Context: an optimization exercise on an open-source flow, tuned for small area. The choices shown serve that exercise and are no tape-out recipe. Where RTL was checked, it was by simulation tests only, not by an equivalence proof against the original. Power is estimated from default activity; no workload was simulated.

== lane 1 ==
## marlin_codec
module marlin_codec (
    input  wire        clk,
    input  wire        rst,
    input  wire        rx_valid,
    input  wire [7:0]  rx_byte,
    output wire        rx_result,
    output reg  [3:0]  rx_status,
    output wire [1:0]  msg_kind,
    output wire [15:0] msg_addr,
    output wire [7:0]  msg_bytelen,
    input  wire [7:0]  msg_idx,
    output wire [15:0] msg_word,
    input  wire        tx_req_valid,
    output wire        tx_req_ready,
    input  wire [1:0]  tx_cmd,
    input  wire [15:0] tx_addr,
    input  wire [1:0]  tx_ptype,
    input  wire [31:0] tx_data,
    input  wire        tx_wide,
    input  wire        tx_signed,
    input  wire [8:0]  tx_text_len,
    output wire [7:0]  txt_idx,
    input  wire [7:0]  txt_byte,
    output wire        tx_out_valid,
    input  wire        tx_out_ready,
    output reg  [7:0]  tx_out_byte,
    output reg  [1:0]  tx_status
);
==> flow/config.mk <==
export PLATFORM = sky130hd
export DESIGN_NAME = marlin_codec
export DESIGN_NICKNAME = marlin_codec
export VERILOG_FILES = /design/flow/design.v
export SDC_FILE = /design/flow/constraint.sdc
export NUM_CORES = 4
export LEC_CHECK = 0
export CAP_MARGIN = 10
export CORE_MARGIN = 2
export CORE_UTILIZATION = 62
export PLACE_DENSITY = 0.75
export SLEW_MARGIN = 10
export SYNTH_HIERARCHICAL = 1
==> flow/constraint.sdc <==
create_clock -name core_clock -period 20.0 [get_ports {clk}]
set_input_delay 4.0000 -clock core_clock [delete_from_list [all_inputs] [get_ports {clk}]]
set_output_delay 4.0000 -clock core_clock [all_outputs]
set_load 0.01 [all_outputs]
standard.sh (not shown) runs the stock make flow with config.mk's settings and CLKGATE_MAP_FILE= SYNTH_SCRIPT=/design/flow/synth_recipe.tcl, a recipe that flattens the netlist after the stock synthesis.
==> flow/flow/run.sh <==
#!/bin/bash
# Standard ORFS layout with small port buffers and a clock tree without dummy loads.
set -euo pipefail
export BUFFER_PORTS_ARGS="-buffer_cell sky130_fd_sc_hd__buf_1"
export REMOVE_ABC_BUFFERS=1
export CTS_ARGS="-sink_clustering_enable -repair_clock_nets -dont_use_dummy_load -buf_list sky130_fd_sc_hd__clkbuf_16 -sink_clustering_size 30 -sink_clustering_max_diameter 80"
bash standard.sh > standard.log 2>&1
Setup changes, lane 1 to lane 3
--- a/flow/design.v
+++ b/flow/design.v
@@ -133,39 +133,38 @@
                 rx_status <= ST_ACCUM;
                 rx_k      <= k_inc;
             end
         end
     end
     assign rx_result   = msg_on;
     assign msg_kind    = msg_on ? rx_cls : 2'd0;
     assign msg_addr    = !msg_on ? 16'h0000 : is_rvar ? {rx_b4, rx_b5} : {8'h00, rx_b4};
     assign msg_bytelen = msg_on ? bl : 8'h00;
     wire [8:0] idx_cmp = is_rvar ? {msg_idx, 1'b0} : {1'b0, msg_idx};
     wire       ent_on  = msg_on && (idx_cmp < {1'b0, bl});
-    reg [31:0] rsel;
-    integer r;
-    always @* for (r = 0; r < 32; r = r + 1) rsel[r] = ent_on && (msg_idx[4:0] == ((r + 31) % 32));
     wire rreg_hi = msg_idx[5] ^ (msg_idx[4:0] == 5'd31);
+    wire rd_lo   = ent_on && (is_rvar || !rreg_hi);
+    wire rd_hi   = ent_on && (is_rvar || rreg_hi);
     wire [255:0] st_lo, st_hi;
     genvar g;
     generate
         for (g = 0; g < 32; g = g + 1) begin : g_st
             assign st_lo[8 * g +: 8] = store[g];
             assign st_hi[8 * g +: 8] = store[32 + g];
         end
     endgenerate
     wire [7:0] lo32, hi32;
-    marlin_sel32 u_sel_lo (.d(st_lo), .sel(rsel), .y(lo32));
-    marlin_sel32 u_sel_hi (.d(st_hi), .sel(rsel), .y(hi32));
-    wire [7:0] w_hi    = is_rvar ? lo32 : 8'h00;
-    wire [7:0] w_lo    = (is_rvar || rreg_hi) ? hi32 : lo32;
+    marlin_sel32 u_sel_lo (.d(st_lo), .a(msg_idx[4:0]), .en(rd_lo), .y(lo32));
+    marlin_sel32 u_sel_hi (.d(st_hi), .a(msg_idx[4:0]), .en(rd_hi), .y(hi32));
+    wire [7:0] w_hi    = {8{is_rvar}} & lo32;
+    wire [7:0] w_lo    = hi32 | ({8{!is_rvar}} & lo32);
     assign msg_word    = {w_hi, w_lo};
     localparam [2:0] F_WREG0 = 3'd0;    
     localparam [2:0] F_WREG1 = 3'd1;    
     localparam [2:0] F_WVAR0 = 3'd2;    
     localparam [2:0] F_BYTE  = 3'd3;    
     localparam [2:0] F_SHORT = 3'd4;    
     localparam [2:0] F_LONG  = 3'd5;    
     localparam [2:0] F_TEXT  = 3'd6;    
     reg        tx_busy;
     reg [8:0]  tx_c;         
     reg [2:0]  tx_fmt;
@@ -275,63 +274,51 @@
                 else
                     tx_busy <= 1'b1;
             end
         end else if (tx_out_ready && tx_last) begin
             tx_busy   <= 1'b0;
             tx_status <= TS_SENT;
         end
     end
 endmodule
 module marlin_sel32 (
     input  wire [255:0] d,
-    input  wire [31:0]  sel,
+    input  wire [4:0]   a,
+    input  wire         en,
     output wire [7:0]   y
 );
+    reg [31:0] sel;
+    integer r;
+    always @* for (r = 0; r < 32; r = r + 1) sel[r] = en && (a == ((r + 31) % 32));
     genvar b, g;
     generate
         for (b = 0; b < 8; b = b + 1) begin : g_bit
             wire [10:0] n;
             for (g = 0; g < 10; g = g + 1) begin : g_grp
                 marlin_aoi222 u_aoi (
                     .a0(d[8 * (3 * g) + b]),     .s0(sel[3 * g]),
                     .a1(d[8 * (3 * g + 1) + b]), .s1(sel[3 * g + 1]),
                     .a2(d[8 * (3 * g + 2) + b]), .s2(sel[3 * g + 2]),
                     .y(n[g]));
             end
             assign n[10] = ~((d[8 * 30 + b] & sel[30]) | (d[8 * 31 + b] & sel[31]));
-            wire [2:0] o;
-            marlin_nand4 u_n0 (.a(n[3:0]),            .y(o[0]));
-            marlin_nand4 u_n1 (.a(n[7:4]),            .y(o[1]));
-            marlin_nand3 u_n2 (.a(n[10:8]),           .y(o[2]));
-            assign y[b] = |o;
+            assign y[b] = ~&n;
         end
     endgenerate
 endmodule
 module marlin_aoi222 (
     input  wire a0, s0, a1, s1, a2, s2,
     output wire y
 );
     assign y = ~((a0 & s0) | (a1 & s1) | (a2 & s2));
 endmodule
 module marlin_wdec (
     input  wire [5:0]  a,
     input  wire        en,
     input  wire        en0,
     output reg  [63:0] wr,
     output wire [63:0] keep
 );
     integer i;
     always @* for (i = 0; i < 64; i = i + 1) wr[i] = (en && (a == i)) || (en0 && i == 0);
     assign keep = ~wr;
 endmodule
-module marlin_nand4 (
-    input  wire [3:0] a,
-    output wire       y
-);
-    assign y = ~&a;
-endmodule
-module marlin_nand3 (
-    input  wire [2:0] a,
-    output wire       y
-);
-    assign y = ~&a;
-endmodule
Findings:
- Lane 1 → lane 3: clock distribution area overhead in the final layout now sits higher, clock network fraction of design power now sits higher.
- Lane 3 against lane 1: leakage power shows an increase of 2.0%; design area higher; minimum clock period after layout went up; placed cell area now sits higher; share of total power in combinational logic -7.7 points.
- Diff lane 3 and lane 1: power consumed by combinational cells higher in lane 1
- For lane 3, the launch point of the critical path was msg_idx[0], unlike lane 1, where it was msg_idx[1].
- Sequential power | lane 3 below lane 1
- Lane 3 against lane 1: utilization now smaller, switching share of power now smaller, share of the final layout cell area in sequential cells now smaller.
Function not checked in lane 3: the RTL went through the layout flow alone.

* * *

Another version of the RTL of marlin_codec (not shown whole).
For scale: about 600 flip-flops, roughly 160 I/O pins, roughly 25000 um^2 of cells after synthesis.
## marlin_codec
module marlin_codec (
    input  wire        clk,
    input  wire        rst,
    input  wire        rx_valid,
    input  wire [7:0]  rx_byte,
    output wire        rx_result,
    output reg  [3:0]  rx_status,
    output wire [1:0]  msg_kind,
    output wire [15:0] msg_addr,
    output wire [7:0]  msg_bytelen,
    input  wire [7:0]  msg_idx,
    output wire [15:0] msg_word,
    input  wire        tx_req_valid,
    output wire        tx_req_ready,
    input  wire [1:0]  tx_cmd,
    input  wire [15:0] tx_addr,
    input  wire [1:0]  tx_ptype,
    input  wire [31:0] tx_data,
    input  wire        tx_wide,
    input  wire        tx_signed,
    input  wire [8:0]  tx_text_len,
    output wire [7:0]  txt_idx,
    input  wire [7:0]  txt_byte,
    output wire        tx_out_valid,
    input  wire        tx_out_ready,
    output reg  [7:0]  tx_out_byte,
    output reg  [1:0]  tx_status
);
Settings: LEC_CHECK=0, CAP_MARGIN=10, CORE_MARGIN=2, CORE_UTILIZATION=62, PLACE_DENSITY=0.75, SLEW_MARGIN=10, SYNTH_HIERARCHICAL=1; clock period 20.0 ns.
Scripts as last shown in full above: flow/flow/run.sh
Edit:
--- a/flow/design.v
+++ b/flow/design.v
@@ -78,22 +78,21 @@
     wire fit = (rx_k == (is_rvar ? 7'd0 : K_OFF5)) ? (rx_byte == 8'd0) :
                (!rx_k[6] && bl <= {1'b0, fit_lim});
     wire is_ack = (rx_k == K_OFF5) && (rx_b4 == OK0) && (rx_byte == OK1);
     wire [5:0] widx = is_rvar ? {k_inc[0], k_inc[5:1]} : k_inc[5:0];
     wire       wen  = rx_valid && !rx_k[6];
     wire       len_wen = rx_valid && (rx_k == K_OFF2);
     wire [7:0] len_q   = store[0];
     wire [6:0] kend    = len_q[6:0] - 7'd4;     
-    wire [63:0] wr, keep;
-    marlin_wdec u_wdec (.a(widx), .en(wen), .en0(len_wen), .wr(wr), .keep(keep));
     integer m;
     always @(posedge clk) begin
         for (m = 0; m < 64; m = m + 1)
-            store[m] <= (store[m] & {8{keep[m]}}) | (rx_byte & {8{wr[m]}});
+            if ((wen && widx == m) || (len_wen && m == 0))
+                store[m] <= rx_byte;
         if (rx_valid) begin
             if (rx_k == K_OFF3) rx_cls  <= cls_in;
             if (rx_k == 7'd126) rx_b4   <= rx_byte;
             if (rx_k == K_OFF5) rx_b5   <= rx_byte;
         end
     end
     always @(posedge clk) begin
         if (rst) begin
@@ -303,19 +302,8 @@
     endgenerate
 endmodule
 module marlin_aoi222 (
     input  wire a0, s0, a1, s1, a2, s2,
     output wire y
 );
     assign y = ~((a0 & s0) | (a1 & s1) | (a2 & s2));
 endmodule
-module marlin_wdec (
-    input  wire [5:0]  a,
-    input  wire        en,
-    input  wire        en0,
-    output reg  [63:0] wr,
-    output wire [63:0] keep
-);
-    integer i;
-    always @* for (i = 0; i < 64; i = i + 1) wr[i] = (en && (a == i)) || (en0 && i == 0);
-    assign keep = ~wr;
-endmodule
Worst hold slack barely changes.
Synthesized cell count decreases by 32%.
Clock skew grows by 0.034 ns.
Sequential share of layout area went up by 19 points.
Power came out lower by 5.3%.
Register-to-register slack is better by 1.0 ns.
Global-route usage drops by 5.5 points.

## afterwards: timing with drivers on the ports
How much do the figures lean on ideal ports? The routed layouts below were timed once more, with nothing changed but the port constraints.
Step 1 (the two cells are an assumption about what drives the block):
set clk [get_ports {clk}]
set_driving_cell -lib_cell sky130_fd_sc_hd__clkbuf_16 $clk
set_driving_cell -lib_cell sky130_fd_sc_hd__buf_2 [delete_from_list [all_inputs] $clk]
Step 2 times the ports against the registers' clock, not the clock port: input delays grow and output delays shrink by t, the midpoint of the rising clock arrivals with the driver on.
Three values: ideal ports, drivers, drivers and shift; two values: the first two.
run	shift t [ns]	slack for setup (ns)	worst data-port slew with drivers (ns)	cell pins on the clock port's net
lane 1	0.649	7.666 / 7.639 / 7.639	0.06	1
lane 3	0.661	6.929 / 6.904 / 6.904	0.07	1
the first run of note 2	0.645	7.207 / 7.165 / 7.165	0.06	1
the second run of note 2	0.632	7.517 / 7.489 / 7.489	0.05	1
After both steps every run listed still meets setup and hold. For the first run of note 2, which loses most, drivers alone change the setup slack by -0.042 ns; drivers and shift together by -0.042 ns.
